Source: an optimization exercise on an open RTL-to-GDS flow (aim: small area, a short achievable clock period and few clock cycles per item). Production flows keep margins and buffers that such runs may drop. Where RTL was checked, it was by simulation tests only, not by an equivalence proof against the original. Power and IR drop assume default switching activity.

trial 78:
// monarco_conv
module monarco_conv (
    input  wire        clk,
    input  wire        rst,
    input  wire        in_valid,
    output wire        in_ready,
    input  wire [31:0] in_word,
    input  wire [63:0] in_payload,
    output reg         out_valid,
    input  wire        out_ready,
    output reg  [15:0] out_code,
    output reg  [2:0]  out_status,
    output reg  [1:0]  out_warn
);
Size in the first run: roughly 1400 cells after synthesis.
export LEC_CHECK = 0
export ABC_CLOCK_PERIOD_IN_PS = 3500
export CAP_MARGIN = 20
export CORE_MARGIN = 2
export CORE_UTILIZATION = 40
export SETUP_SLACK_MARGIN = 5
export SLEW_MARGIN = 20
create_clock -name core_clock -period 10.0 [get_ports {clk}]
run.sh (not shown) runs the stock make flow with config.mk's settings and CLKGATE_MAP_FILE= SYNTH_SCRIPT=/design/flow/synth_recipe.tcl, a recipe that flattens the netlist after the stock synthesis.
Trial 78 completed every stage of the flow, and the final layout passed the timing, design-rule and antenna checks.
Testbench counts of trial 78, summed over its fixed seeds: cycles 135,508, items 8,000.
Modified inputs, trial 95 compared to trial 78
Settings: removing SETUP_SLACK_MARGIN (formerly 5).
==> flow/flow/run.sh (new file) <==
#!/bin/bash
set -euo pipefail
bash standard.sh SETUP_SLACK_MARGIN=6.5 finish > standard_flow.log 2>&1
==> flow/standard.sh (new file) <==
#!/bin/bash
# synth_recipe.tcl (not shown) runs the flow's synth.tcl, then flattens the netlist and writes it again
# the make line also repeats each setting of config.mk as NAME=value (left out here)
make -C /OpenROAD-flow-scripts/flow DESIGN_CONFIG=/design/flow/config.mk WORK_HOME=/design/flow/orfs CLKGATE_MAP_FILE= SYNTH_SCRIPT=/design/flow/synth_recipe.tcl "${@:-finish}"
removed: flow/run.sh
Notes after the runs:
In the metrics for trial 95 and trial 78, the one carrying the lower total power is trial 78. Between trial 95 and trial 78, it is trial 95 whose largest fanout on the critical path is lower, by 28. The total routed wire length on the met1 layer of trial 95 exceeds that of trial 78 by 860 µm. Trial 78 -> trial 95: first-pass GRT wire length increased by a little under 10%. Non-clock buffer instance count of the final layout up about 90% in trial 95 wrt trial 78. Compared to trial 78, trial 95 has critical path data required time 0.14 ns lower. Side by side, via count of the first global-routing pass turned out higher in trial 95 than in trial 78. Placed wire-length estimate after detailed placement of trial 78 is on par with trial 95.

* * *

The RTL this note starts from:
==> flow/design.v <==
module monarco_conv (
    input  wire        clk,
    input  wire        rst,
    input  wire        in_valid,
    output wire        in_ready,
    input  wire [31:0] in_word,
    input  wire [63:0] in_payload,
    output reg         out_valid,
    input  wire        out_ready,
    output reg  [15:0] out_code,
    output reg  [2:0]  out_status,
    output reg  [1:0]  out_warn
);
    reg        busy;
    reg        op_duty, op_aout, op_freq;
    reg        ph_mul;    
    reg        ph_cmp;    
    reg        ph_div;    
    reg        ph_eq;     
    reg        ph_fin;    
    reg        ph_xit;    
    reg        ph_pend;   
    reg [4:0]  cnt;
    reg        cnt0;      
    reg        s_div, s_sub2n, s_add2n, s_add4n, s_prep;
    reg signed [32:0] R;
    reg [23:0] L;
    reg [31:0] D;
    reg [31:0] N;
    reg [3:0]  m10;       
    wire [7:0]  opcode = in_word[31:24];
    wire [3:0]  index  = in_word[3:0];
    wire [31:0] num    = in_payload[63:32];
    wire [31:0] den    = in_payload[31:0];
    wire is_duty = (opcode == 8'h12);
    wire is_freq = (opcode == 8'h13);
    wire is_aout = (opcode == 8'h14);
    wire known   = is_duty | is_freq | is_aout;
    wire resv    = |in_word[23:4];
    wire idx_bad = is_duty ? (index[3:2] != 2'b00) : (index[3:1] != 3'b000);
    wire den0    = (den == 32'd0);
    wire num_neg = num[31];
    wire num0    = (num == 32'd0);
    reg        imm;
    reg [20:0] imm_res;
    always @(*) begin
        imm     = 1'b1;
        imm_res = 21'd0;
        if (!known)        imm_res = {3'd1, 18'd0};
        else if (resv)     imm_res = {3'd2, 18'd0};
        else if (idx_bad)  imm_res = {3'd3, 18'd0};
        else if (den0)     imm_res = {3'd4, 18'd0};
        else if (is_duty) begin
            if (num_neg)   imm_res = {3'd4, 18'd0};
            else if (num0) imm_res = 21'd0;
            else           imm = 1'b0;
        end else if (is_aout) begin
            if (num_neg)   imm_res = {3'd0, 2'b01, 16'd0};
            else if (num0) imm_res = 21'd0;
            else           imm = 1'b0;
        end else begin
            if (num_neg | num0 | den[31]) imm_res = 21'd0;
            else           imm = 1'b0;
        end
    end
    wire        l_in = s_div & L[23];
    wire [35:0] A    = {{2{R[32]}}, R, l_in};
    wire        nz12 = |R[11:0];
    wire [35:0] B    = ({36{s_div}}   & ~{4'd0, D})
                     | ({36{s_sub2n}} & ~{3'd0, N, 1'b0})
                     | ({36{s_add2n}} &  {3'd0, N, 1'b0})
                     | ({36{s_add4n}} &  {2'd0, N, 2'b0})
                     | ({36{s_prep}}  & ~{16'd0, R[31:12], nz12});
    wire        cin  = s_div | s_sub2n | (s_prep & ~nz12);
    wire [35:0] S    = A + B + {35'd0, cin};
    wire        qb   = ~S[35];                   
    wire [4:0]  v10  = {m10, qb};
    wire        t10  = (m10 >= 4'd5);         
    wire [3:0]  m10n = t10 ? (v10 - 5'd10) : v10[3:0];
    wire [15:0] qd   = L[15:0];
    wire [15:0] qd1  = L[15:0] - 16'd1;
    wire        t10_0 = (m10 >= 4'd5);               
    wire        ahi_0 = (L[14:11] != 4'd0) | ((L[10:0] == 11'h7FF) & t10_0);
    wire [20:0] ares  = ahi_0 ? {3'd0, 2'b10, 16'd4095} : {5'd0, L[14:0], t10_0};
    wire [22:0] Z    = L[22:0];
    wire        rz   = (R[31:0] == 32'd0);
    wire f_lt1  = (Z > 23'd8000000) | ((Z == 23'd8000000) & ~rz);
    wire f_t1   = (Z > 23'd800000)  | ((Z == 23'd800000)  & ~rz);
    wire f_t2   = (Z > 23'd80000)   | ((Z == 23'd80000)   & ~rz);
    wire f_t3   = (Z > 23'd8000)    | ((Z == 23'd8000)    & ~rz);
    wire f_hi   = (Z < 23'd80)      | ((Z == 23'd80)      & rz);
    reg  [15:0] fcode;
    always @(*) begin
        if (f_lt1 | f_hi) fcode = 16'd0;
        else if (f_t1)    fcode = {Z[22:9], 2'd3};
        else if (f_t2)    fcode = {Z[19:6], 2'd2};
        else if (f_t3)    fcode = {Z[16:3], 2'd1};
        else              fcode = {Z[13:0], 2'd0};
    end
    wire fin_cmp = ph_cmp & op_duty;
    wire fin_div = ph_div & op_aout & cnt0;
    wire fin  = busy & (fin_cmp | fin_div | ph_fin | ph_eq | ph_xit | ph_pend);
    assign in_ready = ~busy | (fin & ~out_valid);
    wire slot_free = ~out_valid | out_ready;
    wire accept    = in_valid & in_ready;
    wire stall     = fin & ~slot_free;
    wire done      = fin & slot_free;
    wire step      = busy & ~stall;
    reg [20:0] res;
    always @(*) begin
        res = 21'd0;
        if (fin_cmp)      res = {5'd0, qb ? qd : qd1};
        else if (fin_div) res = ares;
        else if (ph_eq)   res = rz ? {5'd0, 16'hFFFF} : {3'd4, 18'd0};
        else if (ph_fin)  res = {5'd0, fcode};
        else if (ph_xit)  res = op_aout ? {3'd0, 2'b10, 16'd4095} : 21'd0;
        else if (ph_pend) res = L[20:0];
    end
    function [1:0] mdig;      
        input [2:0] i;
        case (i)
        3'd0: mdig = 2'd2;
        3'd1: mdig = 2'd0;
        3'd2: mdig = 2'd1;
        3'd3: mdig = 2'd0;
        3'd4: mdig = 2'd2;
        3'd5: mdig = 2'd2;
        3'd6: mdig = 2'd3;
        default: mdig = 2'd2;
        endcase
    endfunction
    wire [1:0] mnext = mdig(cnt[2:0] + 3'd1);
    always @(posedge clk) begin
        if (rst) begin
            busy      <= 1'b0;
            out_valid <= 1'b0;
            ph_mul <= 1'b0; ph_cmp <= 1'b0; ph_div <= 1'b0; ph_eq <= 1'b0;
            ph_fin <= 1'b0; ph_xit <= 1'b0; ph_pend <= 1'b0;
            s_div <= 1'b0; s_sub2n <= 1'b0; s_add2n <= 1'b0; s_add4n <= 1'b0; s_prep <= 1'b0;
        end else begin
            if (out_valid & out_ready)
                out_valid <= 1'b0;
            if (done) begin
                out_valid  <= 1'b1;
                {out_status, out_warn, out_code} <= res;
            end else if (accept & imm & ~busy & slot_free) begin
                out_valid  <= 1'b1;
                {out_status, out_warn, out_code} <= imm_res;
            end
            if (accept) begin
                D   <= is_freq ? num : den;
                N   <= is_duty ? num : den;
                m10 <= 4'd0;
                op_duty <= is_duty;
                op_aout <= is_aout;
                op_freq <= is_freq;
                ph_cmp <= 1'b0; ph_eq <= 1'b0; ph_fin <= 1'b0; ph_xit <= 1'b0;
                s_sub2n <= 1'b0; s_add4n <= 1'b0;
                if (imm) begin
                    busy    <= ~(~busy & slot_free);
                    ph_pend <= 1'b1;
                    ph_mul  <= 1'b0; ph_div <= 1'b0;
                    s_div <= 1'b0; s_add2n <= 1'b0; s_prep <= 1'b0;
                    L       <= {3'd0, imm_res};
                end else begin
                    busy    <= 1'b1;
                    ph_pend <= 1'b0;
                    ph_mul  <= ~is_duty;
                    ph_div  <= is_duty;
                    s_div   <= is_duty;
                    s_prep  <= is_aout;
                    s_add2n <= 1'b0;
                    if (is_freq) begin
                        s_add4n <= 1'b1;            
                    end
                    cnt     <= is_duty ? 5'd16 : 5'd0;
                    cnt0    <= 1'b0;
                    if (is_duty) begin
                        R <= {2'b00, num[31:1]};
                        L <= {num[0], 23'd0};
                    end else if (is_aout) begin
                        R <= {1'b0, num};
                        L <= {(~num[11:0]) + 12'd1, 12'd0};
                    end else begin
                        R <= 33'd0;
                        L <= 24'd0;
                    end
                end
            end else if (step) begin
                if (done) begin
                    busy <= 1'b0;
                    ph_mul <= 1'b0; ph_cmp <= 1'b0; ph_div <= 1'b0; ph_eq <= 1'b0;
                    ph_fin <= 1'b0; ph_xit <= 1'b0; ph_pend <= 1'b0;
                    s_div <= 1'b0; s_sub2n <= 1'b0; s_add2n <= 1'b0; s_add4n <= 1'b0; s_prep <= 1'b0;
                end else if (ph_mul) begin
                    R   <= S[35:3];
                    L   <= {S[2:1], L[23:2]};
                    cnt <= cnt + 5'd1;
                    s_prep <= 1'b0;
                    if (op_aout) begin
                        s_add2n <= 1'b0; s_add4n <= 1'b0;
                        if (cnt[0]) begin
                            ph_mul <= 1'b0; ph_cmp <= 1'b1; s_sub2n <= 1'b1;
                        end else begin
                            s_sub2n <= 1'b0;
                        end
                    end else if (cnt[2:0] == 3'd7) begin
                        ph_mul <= 1'b0; ph_div <= 1'b1;
                        s_div <= 1'b1; s_sub2n <= 1'b0; s_add2n <= 1'b0; s_add4n <= 1'b0;
                        cnt  <= 5'd23;
                    end else begin
                        s_add2n <= (mnext == 2'd1);
                        s_add4n <= (mnext == 2'd2);
                        s_sub2n <= (mnext == 2'd3);
                    end
                end else if (ph_cmp) begin
                    if (qb) begin
                        ph_cmp <= 1'b0; ph_xit <= 1'b1; s_sub2n <= 1'b0;
                    end else begin
                        ph_cmp <= 1'b0; ph_div <= 1'b1; s_sub2n <= 1'b0; s_div <= 1'b1;
                        cnt  <= 5'd15;
                        cnt0 <= 1'b0;
                    end
                end else if (ph_div) begin
                    R   <= qb ? S[32:0] : {R[31:0], L[23]};
                    L   <= {L[22:0], op_aout ? t10 : qb};
                    m10 <= m10n;
                    cnt <= cnt - 5'd1;
                    cnt0 <= (cnt == 5'd1);
                    if (op_duty & (cnt == 5'd16) & qb) begin
                        ph_div <= 1'b0; ph_eq <= 1'b1; s_div <= 1'b0;
                    end else if (op_freq & (cnt == 5'd23) & qb) begin
                        ph_div <= 1'b0; ph_xit <= 1'b1; s_div <= 1'b0;
                    end else if (cnt0) begin
                        ph_div <= 1'b0; s_div <= 1'b0;
                        if (op_freq) ph_fin <= 1'b1;
                        else begin ph_cmp <= 1'b1; s_sub2n <= 1'b1; end
                    end
                end
            end
        end
    end
endmodule
==> flow/config.mk <==
export PLATFORM = sky130hd
export DESIGN_NAME = monarco_conv
export DESIGN_NICKNAME = monarco_conv
export VERILOG_FILES = /design/flow/design.v
export SDC_FILE = /design/flow/constraint.sdc
export NUM_CORES = 4
export LEC_CHECK = 0
export CAP_MARGIN = 20
export CORE_MARGIN = 2
export CORE_UTILIZATION = 40
export SLEW_MARGIN = 20
==> flow/constraint.sdc <==
create_clock -name core_clock -period 10.0 [get_ports {clk}]
set_input_delay 2.0000 -clock core_clock [delete_from_list [all_inputs] [get_ports {clk}]]
set_output_delay 2.0000 -clock core_clock [all_outputs]
set_load 0.01 [all_outputs]
Stock flow here: none of the scripts above is used.
Then changed:
--- a/flow/config.mk
+++ b/flow/config.mk
@@ -6,6 +6,8 @@
 export NUM_CORES = 4
 export LEC_CHECK = 0
+export ABC_CLOCK_PERIOD_IN_PS = 4000
 export CAP_MARGIN = 20
 export CORE_MARGIN = 2
 export CORE_UTILIZATION = 40
+export SETUP_SLACK_MARGIN = 5
 export SLEW_MARGIN = 20
Effect: The changed run finished clean. Cell area went up by about 2%. Setup slack gets better by 1.0 ns. Wire length went up by 5.4%. Synthesized area stays the same. Total power went up by 3.3%. Global-route usage went up by 1.3 points.
No functional check of the RTL was part of any run of this note.

[re-timing with driven ports]
No port has a modelled driver above. Below, the same layouts with a new extraction and two added sets of constraints.
Step 1: set_driving_cell puts a clkbuf_16 on clk and a buf_2 on each other input, an assumption about the parent block.
Step 2, shift: input delay + t, output delay - t, t = (earliest + latest rising clock arrival at the registers) / 2. This alone moves slack from input paths to output paths.
Slacks: no drivers / after step 1 / after step 2; pairs: no drivers / after step 1.
| run | t, ns | setup WS [ns] | worst data-port slew with drivers (ns) | cell pins on the clock port's net |
|---|---|---|---|---|
| trial 78 | 0.498 | 5.234 / 5.212 / 5.158 | 0.04 | 1 |
| trial 95 | 0.491 | 5.873 / 5.873 / 5.698 | 0.05 | 1 |
| the first run of note 2 | 0.495 | 4.131 / 4.131 / 4.034 | 0.07 | 1 |
| the second run of note 2 | 0.487 | 5.126 / 5.128 / 4.668 | 0.06 | 1 |
After both steps every run listed still meets setup and hold. The setup slack of the second run of note 2, which loses most, moves by +0.002 ns with the drivers and by -0.458 ns with both steps.
